This design comes from an exercise in tuning for small area, a short achievable clock period and few clock cycles on the open sky130 flow, not from production work. At most, simulation tests tie the RTL to the original design; equivalence was not proved. No activity file was given, so power comes from the tool's default toggle rates.

==> raven <==
==> flow/design.v (excerpt) <==
module sspwm_ec (
    input  wire        clk,
    input  wire        rst,
    input  wire        cmd_valid,
    input  wire [31:0] cmd_word,
    output wire        cmd_ready,
    input  wire        rd_en,
    input  wire [15:0] rd_addr,
    output reg  [31:0] rd_data,
    output reg         rd_valid
);
Settings: LEC_CHECK=0, ABC_AREA=1, CAP_MARGIN=20, CORE_MARGIN=2, CORE_UTILIZATION=40, PLACE_DENSITY=0.6, SLEW_MARGIN=20; clock period 38.0 ns.
standard.sh (not shown) runs the stock make flow with config.mk's settings and CLKGATE_MAP_FILE= SYNTH_SCRIPT=/design/flow/synth_recipe.tcl, a recipe that flattens the netlist after the stock synthesis.
==> flow/flow/run.sh <==
#!/bin/bash
# Standard layout (standard.sh, the ORFS command) with three changes to
# how it is made; the constraints (constraint.sdc, clock period) are the standard flow's:
#  - synthesis maps with flow/abc_area.script (ABC_AREA=1 picks it) in a copy
#    of the ORFS scripts folder; everything else in synthesis is unchanged
#  - port buffers are sky130_fd_sc_hd__buf_4 instead of the default pick
#  - the repair_timing passes aim for extra setup slack (SETUP_SLACK_MARGIN),
#    so that paths are sized beyond what the 38 ns clock alone asks for
# Each ORFS step keeps its own log under orfs/logs; make's output goes to
# make_finish.log.
set -euo pipefail
MARGIN=${MARGIN:-28}
rm -rf scripts_local
cp -r "$FLOW_HOME/scripts" scripts_local
cp flow/abc_area.script scripts_local/abc_area.script
bash standard.sh "SCRIPTS_DIR=$PWD/scripts_local" "SETUP_SLACK_MARGIN=${MARGIN}" \
    "BUFFER_PORTS_ARGS=-buffer_cell sky130_fd_sc_hd__buf_4" finish > make_finish.log 2>&1
==> flow/flow/abc_area.script <==
strash
dch
map -D 8000
topo
stime -c
==> inputs of yarrow, as changes to raven <==
--- a/flow/design.v
+++ b/flow/design.v
@@ -8,13 +8,14 @@
     input  wire [15:0] rd_addr,
     output reg  [31:0] rd_data,
     output reg         rd_valid
 );
     localparam integer N  = 16;
     localparam integer BW = 8;
-    reg [N-1:0][BW-1:0]    bright;
+    reg [N-1:0][BW-1:0]    bright;      
+    reg                    rst_d;       
     reg [1:0][N-1:0][BW-1:0] dd;
     reg [1:0][BW-1:0]        top;
     reg [1:0][4:0]           cnt;
     reg [1:0][N-1:0][4:0]    ek;
     reg [1:0]                rz;
     reg              busy;
@@ -80,15 +81,18 @@
     wire [BW-1:0] prev_eff = cfirst ? 8'h00 : prev;
     wire [BW-1:0] gap      = nxt - prev_eff;
     wire [4:0]    jp1      = {1'b0, j} + 5'd1;
     wire          tgt      = ~h_sel;
     integer i, b;
     always @(posedge clk) begin
+        rst_d <= rst;
         for (i = 0; i < N; i = i + 1)
-            if (rst || (accept && rsv_zero && op_set && (is_all || ch == i)))
-                bright[i] <= val_clamped | {BW{rst}};
+            if (accept && rsv_zero && op_set && (is_all || ch == i))
+                bright[i] <= val_clamped;
+            else if (rst_d)
+                bright[i] <= 8'hFF;
         if (first_err == 2'd0)
             errcmd <= cmd_word;
         if (rst) begin
             busy        <= 1'b0;
             h_sel       <= 1'b0;
             initd       <= 1'b0;
@@ -172,43 +176,39 @@
     wire        a_ok   = (rd_addr[1:0] == 2'b00);
     wire        a_low  = a_ok && (rd_addr[15:4] == 12'h000);
     wire        s_cfg0 = a_low && (rd_addr[3:2] == 2'd0);
     wire        s_cfg1 = a_low && (rd_addr[3:2] == 2'd1);
     wire        s_stat = a_low && (rd_addr[3:2] == 2'd2);
     wire        s_err  = a_low && (rd_addr[3:2] == 2'd3) && (first_err != 2'd0);
-    wire        s_dlz  = s_dl && zb && kd == 5'd0;
     wire        s_br   = a_ok && (rd_addr[15:6] == 10'h004);
     wire        s_buf  = a_ok && (rd_addr[15] ^ rd_addr[14]);
     wire        s_cnt  = s_buf && (rd_addr[13:2] == 12'h000);
     wire        s_aa   = s_buf && (rd_addr[13:2] == 12'h020);
     wire        s_dl   = s_buf && (rd_addr[13:10] == 4'b0001) && (rd_addr[9:7] == 3'd0) &&
                          (!rd_addr[6] || rd_addr[5:2] == 4'd0);
     wire        s_mk   = s_buf && (rd_addr[13:12] == 2'b01) && (rd_addr[4:2] == 3'd0) &&
                          (rd_addr[11:10] == 2'd0) && (!rd_addr[9] || rd_addr[8:5] == 4'd0);
     wire        zb     = rz[rb];
-    wire [15:0] rd_mux =
-          ({16{s_cfg0}} & {8'd16, 8'd16})
-        | ({16{s_cfg1}} & 16'd3)
-        | ({16{s_stat}} & {5'd0, 1'b0, first_err, 1'b0, err_badch, err_illegal,
+    wire [31:0] rd_mux =
+          ({32{s_cfg0}} & {16'd255, 8'd16, 8'd16})
+        | ({32{s_cfg1}} & 32'd3)
+        | ({32{s_stat}} & {16'd0, 5'd0, 1'b0, first_err, 1'b0, err_badch, err_illegal,
                            1'b0, h_sel, initd, 1'b0, busy})
-        | ({16{s_br}}   & {8'd0, bright[rd_addr[5:2]]})
-        | ({16{s_cnt && !zb}} & {11'd0, cnt[rb]})
-        | ({16{s_aa && !zb}}  & asel[rb])
-        | ({16{s_mk && !zb}}  & msel[rb])
-        | ({16{s_dlz}} & 16'd765);
+        | ({32{s_err}}  & errcmd)
+        | ({32{s_br}}   & {24'd0, bright[rd_addr[5:2]] | {8{rst_d}}})
+        | ({32{s_cnt && !zb}} & {27'd0, cnt[rb]})
+        | ({32{s_aa && !zb}}  & {16'd0, asel[rb]})
+        | ({32{s_mk && !zb}}  & {16'd0, msel[rb]})
+        | ({32{s_dl && zb && kd == 5'd0}} & 32'd765);
     wire [BW-1:0] rd_d = {BW{s_dl && !zb}} & dsel[rb];
-    reg [15:0]   ra_word;
+    reg [31:0]   ra_word;
     reg [BW-1:0] ra_d;
-    reg          ra_err, ra_cfg0;
     always @(posedge clk) begin
         rd_valid <= rd_en & ~rst;
         ra_word  <= rd_mux;
         ra_d     <= rd_d;
-        ra_err   <= s_err;
-        ra_cfg0  <= s_cfg0;
     end
     always @* begin
-        rd_data = ({32{ra_err}} & errcmd)
-                | {8'd0, {8{ra_cfg0}}, ra_word};
-        rd_data[9:0] = rd_data[9:0] | ({2'b00, ra_d} + {1'b0, ra_d, 1'b0});
+        rd_data = ra_word;
+        rd_data[9:0] = ra_word[9:0] | ({2'b00, ra_d} + {1'b0, ra_d, 1'b0});
     end
 endmodule
==> flow/run.sh (new file) <==
#!/bin/bash
# synth_recipe.tcl (not shown) runs the flow's synth.tcl, then flattens the netlist and writes it again
# the make line also repeats each setting of config.mk as NAME=value (left out here)
make -C /OpenROAD-flow-scripts/flow DESIGN_CONFIG=/design/flow/config.mk WORK_HOME=/design/flow/orfs CLKGATE_MAP_FILE= SYNTH_SCRIPT=/design/flow/synth_recipe.tcl finish
removed: flow/flow/run.sh
removed: flow/flow/abc_area.script
removed: flow/standard.sh
==> inputs of delta, as changes to raven <==
--- a/flow/design.v
+++ b/flow/design.v
@@ -15,19 +15,20 @@
     reg [1:0][N-1:0][BW-1:0] dd;
     reg [1:0][BW-1:0]        top;
     reg [1:0][4:0]           cnt;
     reg [1:0][N-1:0][4:0]    ek;
     reg [1:0]                rz;
     reg              busy;
+    reg              rdy;               
     reg              h_sel;
     reg              initd;
     reg              err_illegal;
     reg              err_badch;
     reg [1:0]        first_err;
     reg [31:0]       errcmd;            
-    assign cmd_ready = ~busy;
+    assign cmd_ready = rdy;
     wire [3:0]  op  = cmd_word[31:28];
     wire [3:0]  rsv = cmd_word[27:24];
     wire [7:0]  ch  = cmd_word[23:16];
     wire [15:0] val = cmd_word[15:0];
     wire [BW-1:0] val_clamped = (|val[15:8]) ? 8'hFF : val[7:0];
     wire low_zero    = (cmd_word[27:0] == 28'h0);
@@ -41,66 +42,99 @@
                        (op_pub && !low_zero) ||
                        (op > 4'h4);
     wire is_badch    = rsv_zero && op_set && !ch_ok;
     wire do_set      = rsv_zero && op_set && ch_ok;
     wire do_publish  = rsv_zero && ((op == 4'h2 && ch_ok) || (op_pub && low_zero));
     wire accept = cmd_valid & ~busy & ~rst;
+    wire start_pub = accept && rsv_zero && op_pub && low_zero;
+    wire step      = ((busy && !fin) || start_pub) && !rst;
+    reg  [N-1:0]  wr_br;
+    wire [BW-1:0] br_d   = val_clamped | {BW{rst}};
+    wire          br_mid = (br_d != 8'h00) && (br_d != 8'hFF);
+    integer w;
+    always @* begin
+        for (w = 0; w < N; w = w + 1)
+            wr_br[w] = rst || (accept && rsv_zero && op_set && (is_all || ch == w));
+    end
+    function automatic [9:0] times3(input [7:0] x);
+        reg [9:0] a, b, p, g, pp, gg, c;
+        integer n, d;
+        begin
+            a = {2'b00, x};
+            b = {1'b0, x, 1'b0};
+            p = a ^ b;
+            g = a & b;
+            for (d = 1; d < 10; d = d * 2) begin
+                pp = p;
+                gg = g;
+                for (n = d; n < 10; n = n + 1) begin
+                    gg[n] = g[n] | (p[n] & g[n-d]);
+                    pp[n] = p[n] & p[n-d];
+                end
+                p = pp;
+                g = gg;
+            end
+            c = {g[8:0], 1'b0};
+            times3 = a ^ b ^ c;
+        end
+    endfunction
     function automatic lt6(input [5:0] a, input [5:0] b);
         integer n;
         begin
             lt6 = 1'b0;
             for (n = 0; n < 6; n = n + 1)
                 lt6 = (~a[n] & b[n]) | (~(a[n] & ~b[n]) & lt6);
         end
     endfunction
     reg [N-1:0]  rem;           
-    reg          cfirst;        
+    reg          fin;           
     reg [3:0]    j;             
     reg [BW-1:0] prev;          
     reg [N-1:0]  isz, isf, rem_eff, hit;
     reg [BW-1:0] nxt;
     reg [N-1:0]  z;
     integer c, bt;
     always @* begin
         for (c = 0; c < N; c = c + 1) begin
             isz[c]     = (bright[c] == 8'h00);
             isf[c]     = (bright[c] == 8'hFF);
-            rem_eff[c] = cfirst ? (!isz[c] && !isf[c]) : rem[c];
+            rem_eff[c] = rem[c];
         end
         hit = rem_eff;
         for (bt = BW - 1; bt >= 0; bt = bt - 1) begin
             for (c = 0; c < N; c = c + 1)
                 z[c] = hit[c] & ~bright[c][bt];
             nxt[bt] = ~|z;
             if (|z)
                 hit = z;
         end
     end
     wire          any_rem  = |rem_eff;
     wire          done     = ~|(rem_eff & ~hit);
-    wire [BW-1:0] prev_eff = cfirst ? 8'h00 : prev;
-    wire [BW-1:0] gap      = nxt - prev_eff;
+    wire [BW-1:0] gap      = nxt - prev;
     wire [4:0]    jp1      = {1'b0, j} + 5'd1;
     wire          tgt      = ~h_sel;
     integer i, b;
     always @(posedge clk) begin
         for (i = 0; i < N; i = i + 1)
-            if (rst || (accept && rsv_zero && op_set && (is_all || ch == i)))
-                bright[i] <= val_clamped | {BW{rst}};
+            if (wr_br[i])
+                bright[i] <= br_d;
         if (first_err == 2'd0)
             errcmd <= cmd_word;
         if (rst) begin
             busy        <= 1'b0;
+            rdy         <= 1'b1;
             h_sel       <= 1'b0;
             initd       <= 1'b0;
             err_illegal <= 1'b0;
             err_badch   <= 1'b0;
             first_err   <= 2'd0;
         end else if (busy) begin
-            if (done) begin
+            if (fin || done) begin
                 busy  <= 1'b0;
+                rdy   <= 1'b1;
                 h_sel <= ~h_sel;
             end
         end else if (accept) begin
             if (is_illegal) begin
                 err_illegal <= 1'b1;
                 if (first_err == 2'd0)
@@ -110,31 +144,36 @@
                 err_badch <= 1'b1;
                 if (first_err == 2'd0)
                     first_err <= 2'd2;
             end
             if (do_publish) begin
                 busy <= 1'b1;
+                rdy  <= 1'b0;
                 if (op == 4'h4)
                     initd <= 1'b1;
             end
         end
     end
     always @(posedge clk) begin
-        cfirst <= ~busy;
-        if (busy) begin
-            rem  <= rem_eff & ~hit;
+        fin <= !rst && start_pub && done;
+        if (step && !done) begin
+            rem  <= rem & ~hit;
             j    <= j + 4'd1;
             prev <= nxt;
-        end else
+        end else begin
+            for (c = 0; c < N; c = c + 1)
+                rem[c] <= wr_br[c] ? br_mid : (!isz[c] && !isf[c]);
             j    <= 4'd0;
+            prev <= 8'h00;
+        end
         for (b = 0; b < 2; b = b + 1)
-            if (busy && tgt == b) begin
+            if (step && tgt == b) begin
                 for (c = 0; c < N; c = c + 1) begin
                     if (hit[c])
                         ek[b][c] <= {1'b0, j};
-                    else if (cfirst && !rem_eff[c])
+                    else if (j == 4'd0 && !rem_eff[c])
                         ek[b][c] <= {4'b1111, ~isf[c]};
                     if (j == c)
                         dd[b][c] <= gap;
                 end
                 if (done) begin
                     cnt[b] <= any_rem ? jp1 : 5'd0;
@@ -142,13 +181,13 @@
                 end
             end
         if (rst)
             rz <= 2'b11;
         else
             for (b = 0; b < 2; b = b + 1)
-                if (busy && done && tgt == b)
+                if (step && done && tgt == b)
                     rz[b] <= 1'b0;
     end
     wire [4:0] kd = rd_addr[6:2];      
     wire [4:0] km = rd_addr[9:5];      
     reg [1:0][BW-1:0] dsel;
     reg [1:0][N-1:0]  msel, asel;
@@ -172,43 +211,43 @@
     wire        a_ok   = (rd_addr[1:0] == 2'b00);
     wire        a_low  = a_ok && (rd_addr[15:4] == 12'h000);
     wire        s_cfg0 = a_low && (rd_addr[3:2] == 2'd0);
     wire        s_cfg1 = a_low && (rd_addr[3:2] == 2'd1);
     wire        s_stat = a_low && (rd_addr[3:2] == 2'd2);
     wire        s_err  = a_low && (rd_addr[3:2] == 2'd3) && (first_err != 2'd0);
-    wire        s_dlz  = s_dl && zb && kd == 5'd0;
     wire        s_br   = a_ok && (rd_addr[15:6] == 10'h004);
     wire        s_buf  = a_ok && (rd_addr[15] ^ rd_addr[14]);
     wire        s_cnt  = s_buf && (rd_addr[13:2] == 12'h000);
     wire        s_aa   = s_buf && (rd_addr[13:2] == 12'h020);
     wire        s_dl   = s_buf && (rd_addr[13:10] == 4'b0001) && (rd_addr[9:7] == 3'd0) &&
                          (!rd_addr[6] || rd_addr[5:2] == 4'd0);
     wire        s_mk   = s_buf && (rd_addr[13:12] == 2'b01) && (rd_addr[4:2] == 3'd0) &&
                          (rd_addr[11:10] == 2'd0) && (!rd_addr[9] || rd_addr[8:5] == 4'd0);
     wire        zb     = rz[rb];
+    wire        s_dlz  = s_dl && zb && kd == 5'd0;
+    wire [BW-1:0] rd_d = {BW{s_dl && !zb}} & dsel[rb];
     wire [15:0] rd_mux =
           ({16{s_cfg0}} & {8'd16, 8'd16})
         | ({16{s_cfg1}} & 16'd3)
         | ({16{s_stat}} & {5'd0, 1'b0, first_err, 1'b0, err_badch, err_illegal,
                            1'b0, h_sel, initd, 1'b0, busy})
         | ({16{s_br}}   & {8'd0, bright[rd_addr[5:2]]})
         | ({16{s_cnt && !zb}} & {11'd0, cnt[rb]})
         | ({16{s_aa && !zb}}  & asel[rb])
         | ({16{s_mk && !zb}}  & msel[rb])
         | ({16{s_dlz}} & 16'd765);
-    wire [BW-1:0] rd_d = {BW{s_dl && !zb}} & dsel[rb];
     reg [15:0]   ra_word;
     reg [BW-1:0] ra_d;
     reg          ra_err, ra_cfg0;
     always @(posedge clk) begin
         rd_valid <= rd_en & ~rst;
         ra_word  <= rd_mux;
         ra_d     <= rd_d;
         ra_err   <= s_err;
         ra_cfg0  <= s_cfg0;
     end
     always @* begin
         rd_data = ({32{ra_err}} & errcmd)
-                | {8'd0, {8{ra_cfg0}}, ra_word};
-        rd_data[9:0] = rd_data[9:0] | ({2'b00, ra_d} + {1'b0, ra_d, 1'b0});
+                | {8'd0, {8{ra_cfg0}}, ra_word}
+                | {22'd0, times3(ra_d)};
     end
 endmodule
==> flow/flow/run.sh (replaced) <==
#!/bin/bash
# Standard layout (standard.sh, the ORFS command) with two changes to how
# it is made; the constraints (constraint.sdc, clock period) are the standard flow's:
#  - port buffers are sky130_fd_sc_hd__buf_4 instead of the default pick
#  - the repair_timing passes aim for extra setup slack (SETUP_SLACK_MARGIN),
#    so that paths are sized beyond what the 38 ns clock alone asks for
# Each ORFS step keeps its own log under orfs/logs; make's output goes to
# make_finish.log.
set -euo pipefail
MARGIN=${MARGIN:-28}
bash standard.sh "SETUP_SLACK_MARGIN=${MARGIN}" \
    "BUFFER_PORTS_ARGS=-buffer_cell sky130_fd_sc_hd__buf_4" finish > make_finish.log 2>&1
removed: flow/flow/abc_area.script
==> inputs of tundra, as changes to raven <==
--- a/flow/design.v
+++ b/flow/design.v
@@ -15,19 +15,20 @@
     reg [1:0][N-1:0][BW-1:0] dd;
     reg [1:0][BW-1:0]        top;
     reg [1:0][4:0]           cnt;
     reg [1:0][N-1:0][4:0]    ek;
     reg [1:0]                rz;
     reg              busy;
+    reg              rdy;               
     reg              h_sel;
     reg              initd;
     reg              err_illegal;
     reg              err_badch;
     reg [1:0]        first_err;
     reg [31:0]       errcmd;            
-    assign cmd_ready = ~busy;
+    assign cmd_ready = rdy;
     wire [3:0]  op  = cmd_word[31:28];
     wire [3:0]  rsv = cmd_word[27:24];
     wire [7:0]  ch  = cmd_word[23:16];
     wire [15:0] val = cmd_word[15:0];
     wire [BW-1:0] val_clamped = (|val[15:8]) ? 8'hFF : val[7:0];
     wire low_zero    = (cmd_word[27:0] == 28'h0);
@@ -41,66 +42,99 @@
                        (op_pub && !low_zero) ||
                        (op > 4'h4);
     wire is_badch    = rsv_zero && op_set && !ch_ok;
     wire do_set      = rsv_zero && op_set && ch_ok;
     wire do_publish  = rsv_zero && ((op == 4'h2 && ch_ok) || (op_pub && low_zero));
     wire accept = cmd_valid & ~busy & ~rst;
+    wire start_pub = accept && rsv_zero && op_pub && low_zero;
+    wire step      = ((busy && !fin) || start_pub) && !rst;
+    reg  [N-1:0]  wr_br;
+    wire [BW-1:0] br_d   = val_clamped | {BW{rst}};
+    wire          br_mid = (br_d != 8'h00) && (br_d != 8'hFF);
+    integer w;
+    always @* begin
+        for (w = 0; w < N; w = w + 1)
+            wr_br[w] = rst || (accept && rsv_zero && op_set && (is_all || ch == w));
+    end
+    function automatic [9:0] times3(input [7:0] x);
+        reg [9:0] a, b, p, g, pp, gg, c;
+        integer n, d;
+        begin
+            a = {2'b00, x};
+            b = {1'b0, x, 1'b0};
+            p = a ^ b;
+            g = a & b;
+            for (d = 1; d < 10; d = d * 2) begin
+                pp = p;
+                gg = g;
+                for (n = d; n < 10; n = n + 1) begin
+                    gg[n] = g[n] | (p[n] & g[n-d]);
+                    pp[n] = p[n] & p[n-d];
+                end
+                p = pp;
+                g = gg;
+            end
+            c = {g[8:0], 1'b0};
+            times3 = a ^ b ^ c;
+        end
+    endfunction
     function automatic lt6(input [5:0] a, input [5:0] b);
         integer n;
         begin
             lt6 = 1'b0;
             for (n = 0; n < 6; n = n + 1)
                 lt6 = (~a[n] & b[n]) | (~(a[n] & ~b[n]) & lt6);
         end
     endfunction
     reg [N-1:0]  rem;           
-    reg          cfirst;        
+    reg          fin;           
     reg [3:0]    j;             
     reg [BW-1:0] prev;          
     reg [N-1:0]  isz, isf, rem_eff, hit;
     reg [BW-1:0] nxt;
     reg [N-1:0]  z;
     integer c, bt;
     always @* begin
         for (c = 0; c < N; c = c + 1) begin
             isz[c]     = (bright[c] == 8'h00);
             isf[c]     = (bright[c] == 8'hFF);
-            rem_eff[c] = cfirst ? (!isz[c] && !isf[c]) : rem[c];
+            rem_eff[c] = rem[c];
         end
         hit = rem_eff;
         for (bt = BW - 1; bt >= 0; bt = bt - 1) begin
             for (c = 0; c < N; c = c + 1)
                 z[c] = hit[c] & ~bright[c][bt];
             nxt[bt] = ~|z;
             if (|z)
                 hit = z;
         end
     end
     wire          any_rem  = |rem_eff;
     wire          done     = ~|(rem_eff & ~hit);
-    wire [BW-1:0] prev_eff = cfirst ? 8'h00 : prev;
-    wire [BW-1:0] gap      = nxt - prev_eff;
+    wire [BW-1:0] gap      = nxt - prev;
     wire [4:0]    jp1      = {1'b0, j} + 5'd1;
     wire          tgt      = ~h_sel;
     integer i, b;
     always @(posedge clk) begin
         for (i = 0; i < N; i = i + 1)
-            if (rst || (accept && rsv_zero && op_set && (is_all || ch == i)))
-                bright[i] <= val_clamped | {BW{rst}};
+            if (wr_br[i])
+                bright[i] <= br_d;
         if (first_err == 2'd0)
             errcmd <= cmd_word;
         if (rst) begin
             busy        <= 1'b0;
+            rdy         <= 1'b1;
             h_sel       <= 1'b0;
             initd       <= 1'b0;
             err_illegal <= 1'b0;
             err_badch   <= 1'b0;
             first_err   <= 2'd0;
         end else if (busy) begin
-            if (done) begin
+            if (fin || done) begin
                 busy  <= 1'b0;
+                rdy   <= 1'b1;
                 h_sel <= ~h_sel;
             end
         end else if (accept) begin
             if (is_illegal) begin
                 err_illegal <= 1'b1;
                 if (first_err == 2'd0)
@@ -110,31 +144,36 @@
                 err_badch <= 1'b1;
                 if (first_err == 2'd0)
                     first_err <= 2'd2;
             end
             if (do_publish) begin
                 busy <= 1'b1;
+                rdy  <= 1'b0;
                 if (op == 4'h4)
                     initd <= 1'b1;
             end
         end
     end
     always @(posedge clk) begin
-        cfirst <= ~busy;
-        if (busy) begin
-            rem  <= rem_eff & ~hit;
+        fin <= !rst && start_pub && done;
+        if (step && !done) begin
+            rem  <= rem & ~hit;
             j    <= j + 4'd1;
             prev <= nxt;
-        end else
+        end else begin
+            for (c = 0; c < N; c = c + 1)
+                rem[c] <= wr_br[c] ? br_mid : (!isz[c] && !isf[c]);
             j    <= 4'd0;
+            prev <= 8'h00;
+        end
         for (b = 0; b < 2; b = b + 1)
-            if (busy && tgt == b) begin
+            if (step && tgt == b) begin
                 for (c = 0; c < N; c = c + 1) begin
                     if (hit[c])
                         ek[b][c] <= {1'b0, j};
-                    else if (cfirst && !rem_eff[c])
+                    else if (j == 4'd0 && !rem_eff[c])
                         ek[b][c] <= {4'b1111, ~isf[c]};
                     if (j == c)
                         dd[b][c] <= gap;
                 end
                 if (done) begin
                     cnt[b] <= any_rem ? jp1 : 5'd0;
@@ -142,13 +181,13 @@
                 end
             end
         if (rst)
             rz <= 2'b11;
         else
             for (b = 0; b < 2; b = b + 1)
-                if (busy && done && tgt == b)
+                if (step && done && tgt == b)
                     rz[b] <= 1'b0;
     end
     wire [4:0] kd = rd_addr[6:2];      
     wire [4:0] km = rd_addr[9:5];      
     reg [1:0][BW-1:0] dsel;
     reg [1:0][N-1:0]  msel, asel;
@@ -172,43 +211,43 @@
     wire        a_ok   = (rd_addr[1:0] == 2'b00);
     wire        a_low  = a_ok && (rd_addr[15:4] == 12'h000);
     wire        s_cfg0 = a_low && (rd_addr[3:2] == 2'd0);
     wire        s_cfg1 = a_low && (rd_addr[3:2] == 2'd1);
     wire        s_stat = a_low && (rd_addr[3:2] == 2'd2);
     wire        s_err  = a_low && (rd_addr[3:2] == 2'd3) && (first_err != 2'd0);
-    wire        s_dlz  = s_dl && zb && kd == 5'd0;
     wire        s_br   = a_ok && (rd_addr[15:6] == 10'h004);
     wire        s_buf  = a_ok && (rd_addr[15] ^ rd_addr[14]);
     wire        s_cnt  = s_buf && (rd_addr[13:2] == 12'h000);
     wire        s_aa   = s_buf && (rd_addr[13:2] == 12'h020);
     wire        s_dl   = s_buf && (rd_addr[13:10] == 4'b0001) && (rd_addr[9:7] == 3'd0) &&
                          (!rd_addr[6] || rd_addr[5:2] == 4'd0);
     wire        s_mk   = s_buf && (rd_addr[13:12] == 2'b01) && (rd_addr[4:2] == 3'd0) &&
                          (rd_addr[11:10] == 2'd0) && (!rd_addr[9] || rd_addr[8:5] == 4'd0);
     wire        zb     = rz[rb];
+    wire        s_dlz  = s_dl && zb && kd == 5'd0;
+    wire [BW-1:0] rd_d = {BW{s_dl && !zb}} & dsel[rb];
     wire [15:0] rd_mux =
           ({16{s_cfg0}} & {8'd16, 8'd16})
         | ({16{s_cfg1}} & 16'd3)
         | ({16{s_stat}} & {5'd0, 1'b0, first_err, 1'b0, err_badch, err_illegal,
                            1'b0, h_sel, initd, 1'b0, busy})
         | ({16{s_br}}   & {8'd0, bright[rd_addr[5:2]]})
         | ({16{s_cnt && !zb}} & {11'd0, cnt[rb]})
         | ({16{s_aa && !zb}}  & asel[rb])
         | ({16{s_mk && !zb}}  & msel[rb])
         | ({16{s_dlz}} & 16'd765);
-    wire [BW-1:0] rd_d = {BW{s_dl && !zb}} & dsel[rb];
     reg [15:0]   ra_word;
     reg [BW-1:0] ra_d;
     reg          ra_err, ra_cfg0;
     always @(posedge clk) begin
         rd_valid <= rd_en & ~rst;
         ra_word  <= rd_mux;
         ra_d     <= rd_d;
         ra_err   <= s_err;
         ra_cfg0  <= s_cfg0;
     end
     always @* begin
         rd_data = ({32{ra_err}} & errcmd)
-                | {8'd0, {8{ra_cfg0}}, ra_word};
-        rd_data[9:0] = rd_data[9:0] | ({2'b00, ra_d} + {1'b0, ra_d, 1'b0});
+                | {8'd0, {8{ra_cfg0}}, ra_word}
+                | {22'd0, times3(ra_d)};
     end
 endmodule
==> flow/flow/abc_area.script (replaced) <==
strash
&get -n
&fraig -x
&put
dc2
strash
&get -n
&dch -f
&nf
&put
buffer -c
topo
stime -c
upsize -c
dnsize -c
==> metrics.log <==
INFO  metric outcome = complete, no violations
INFO  metric detail_route.iter0.violations = 3,166
INFO  metric initial_antenna_violation_count = 1
INFO  metric worst_ir_drop_on_vdd = 26.72 uV
INFO  metric preCtsSetupSlack = 26.14 ns
INFO  metric power_per_cell_area = 44.28 nW/um^2
INFO  metric top_power_group = registers
INFO  metric syn_nets = 3,698
INFO  metric pin_slew_with_the_least_headroom_to_its_limit = 1.195 ns
# the run above: yarrow

==> metrics.log <==
INFO  metric syn_nets = 2,703
INFO  metric grt_pass1_wl = 154,500 um
INFO  metric power_per_cell_area = 46.73 nW/um^2
INFO  metric top_power_group = registers
INFO  metric outcome = complete, no violations
INFO  metric pin_slew_with_the_least_headroom_to_its_limit = 1.158 ns
INFO  metric htree_levels = 3
INFO  metric preCtsSetupSlack = 23.13 ns
INFO  metric initial_antenna_violation_count = 2
INFO  metric detail_route.iter0.violations = 2,889
INFO  metric reg2reg_depth = 52
# the run above: raven

==> metrics.log <==
INFO  metric outcome = complete, no violations
INFO  metric preCtsSetupSlack = 26.25 ns
INFO  metric grt.busiest_layer = met2
INFO  metric most_frequent_cells_in_the_layout = nand2_1 (710), edfxtp_1 (602), inv_1 (331)
INFO  metric power_per_cell_area = 94.22 nW/um^2
INFO  metric detail_route.iter0.violations = 3,054
INFO  metric worst_ir_drop_on_vdd = 188.8 uV
INFO  metric syn_nets = 3,396
INFO  metric pin_slew_with_the_least_headroom_to_its_limit = 1.150 ns
INFO  metric initial_antenna_violation_count = 5
# the run above: delta

==> metrics.log <==
INFO  metric post-route-util = 0.5236
INFO  metric top_power_group = registers
INFO  metric detail_route.iter0.violations = 2,871
INFO  metric final-nonclk-buf-share = 0.08633
INFO  metric clock_insertion_delay_at_the_later_pin_of_the_skew_report = 0.65 ns
INFO  metric outcome = complete, no violations
INFO  metric min_period = 10.21 ns
INFO  metric netlist_top_cells_area = edfxtp_1 (59%), dfxtp_1 (4.3%), o22ai_1 (4.1%)
INFO  metric top_level_ports = 86
INFO  metric power_per_cell_area = 49.11 nW/um^2
INFO  metric initial_antenna_violation_count = 2
INFO  metric finalSetupTns = 0 ns
INFO  metric worst_ir_drop_on_vdd = 31.36 uV
INFO  metric pin_slew_with_the_least_headroom_to_its_limit = 1.140 ns
INFO  metric synth_fa_ha_area_frac = 0.04359
INFO  metric gr-usage-met1 = 0.3866
# the run above: tundra

Testbench counts of yarrow, summed over its fixed seeds: cycles 20,185.
Testbench counts of delta, summed over its fixed seeds: cycles 19,735.
Testbench counts of tundra, summed over its fixed seeds: cycles 19,735.
Only the layout flow was run in raven; the RTL was not checked for function there.

==> afterwards: timing with drivers on the ports <==
In the flow no input, the clock included, has a driving cell. The finished layouts below were timed again as built, in two steps. Step 1 (the two cells are an assumption about what drives the block):
set clk [get_ports {clk}]
set_driving_cell -lib_cell sky130_fd_sc_hd__clkbuf_16 $clk
set_driving_cell -lib_cell sky130_fd_sc_hd__buf_2 [delete_from_list [all_inputs] $clk]
Step 2 adds t to the input delays and takes it off the output delays; t is the mean of the earliest and latest rising clock arrival at the registers after step 1. Input paths then give back, and output paths get back, about the clock's delay inside the block. Three values: no drivers, after step 1, after step 2; two values: the first two.
run	shift t [ns]	slack for setup (ns)	worst hold slack (ns)	worst setup path at the end	cell pins on the clock port's net
raven	0.671	27.675 / 27.614 / 27.357	0.472 / 0.472 / 0.472	input to register	1
yarrow	0.694	25.847 / 25.847 / 25.847	0.430 / 0.430 / 0.430	register to register	1
delta	0.688	27.828 / 27.766 / 27.325	0.473 / 0.473 / 0.473	input to register	1
tundra	0.700	27.793 / 27.722 / 27.378	0.458 / 0.458 / 0.458	input to register	1
After both steps every run listed still meets setup and hold. For delta, which loses most, drivers alone change the setup slack by -0.062 ns; drivers and shift together by -0.503 ns.
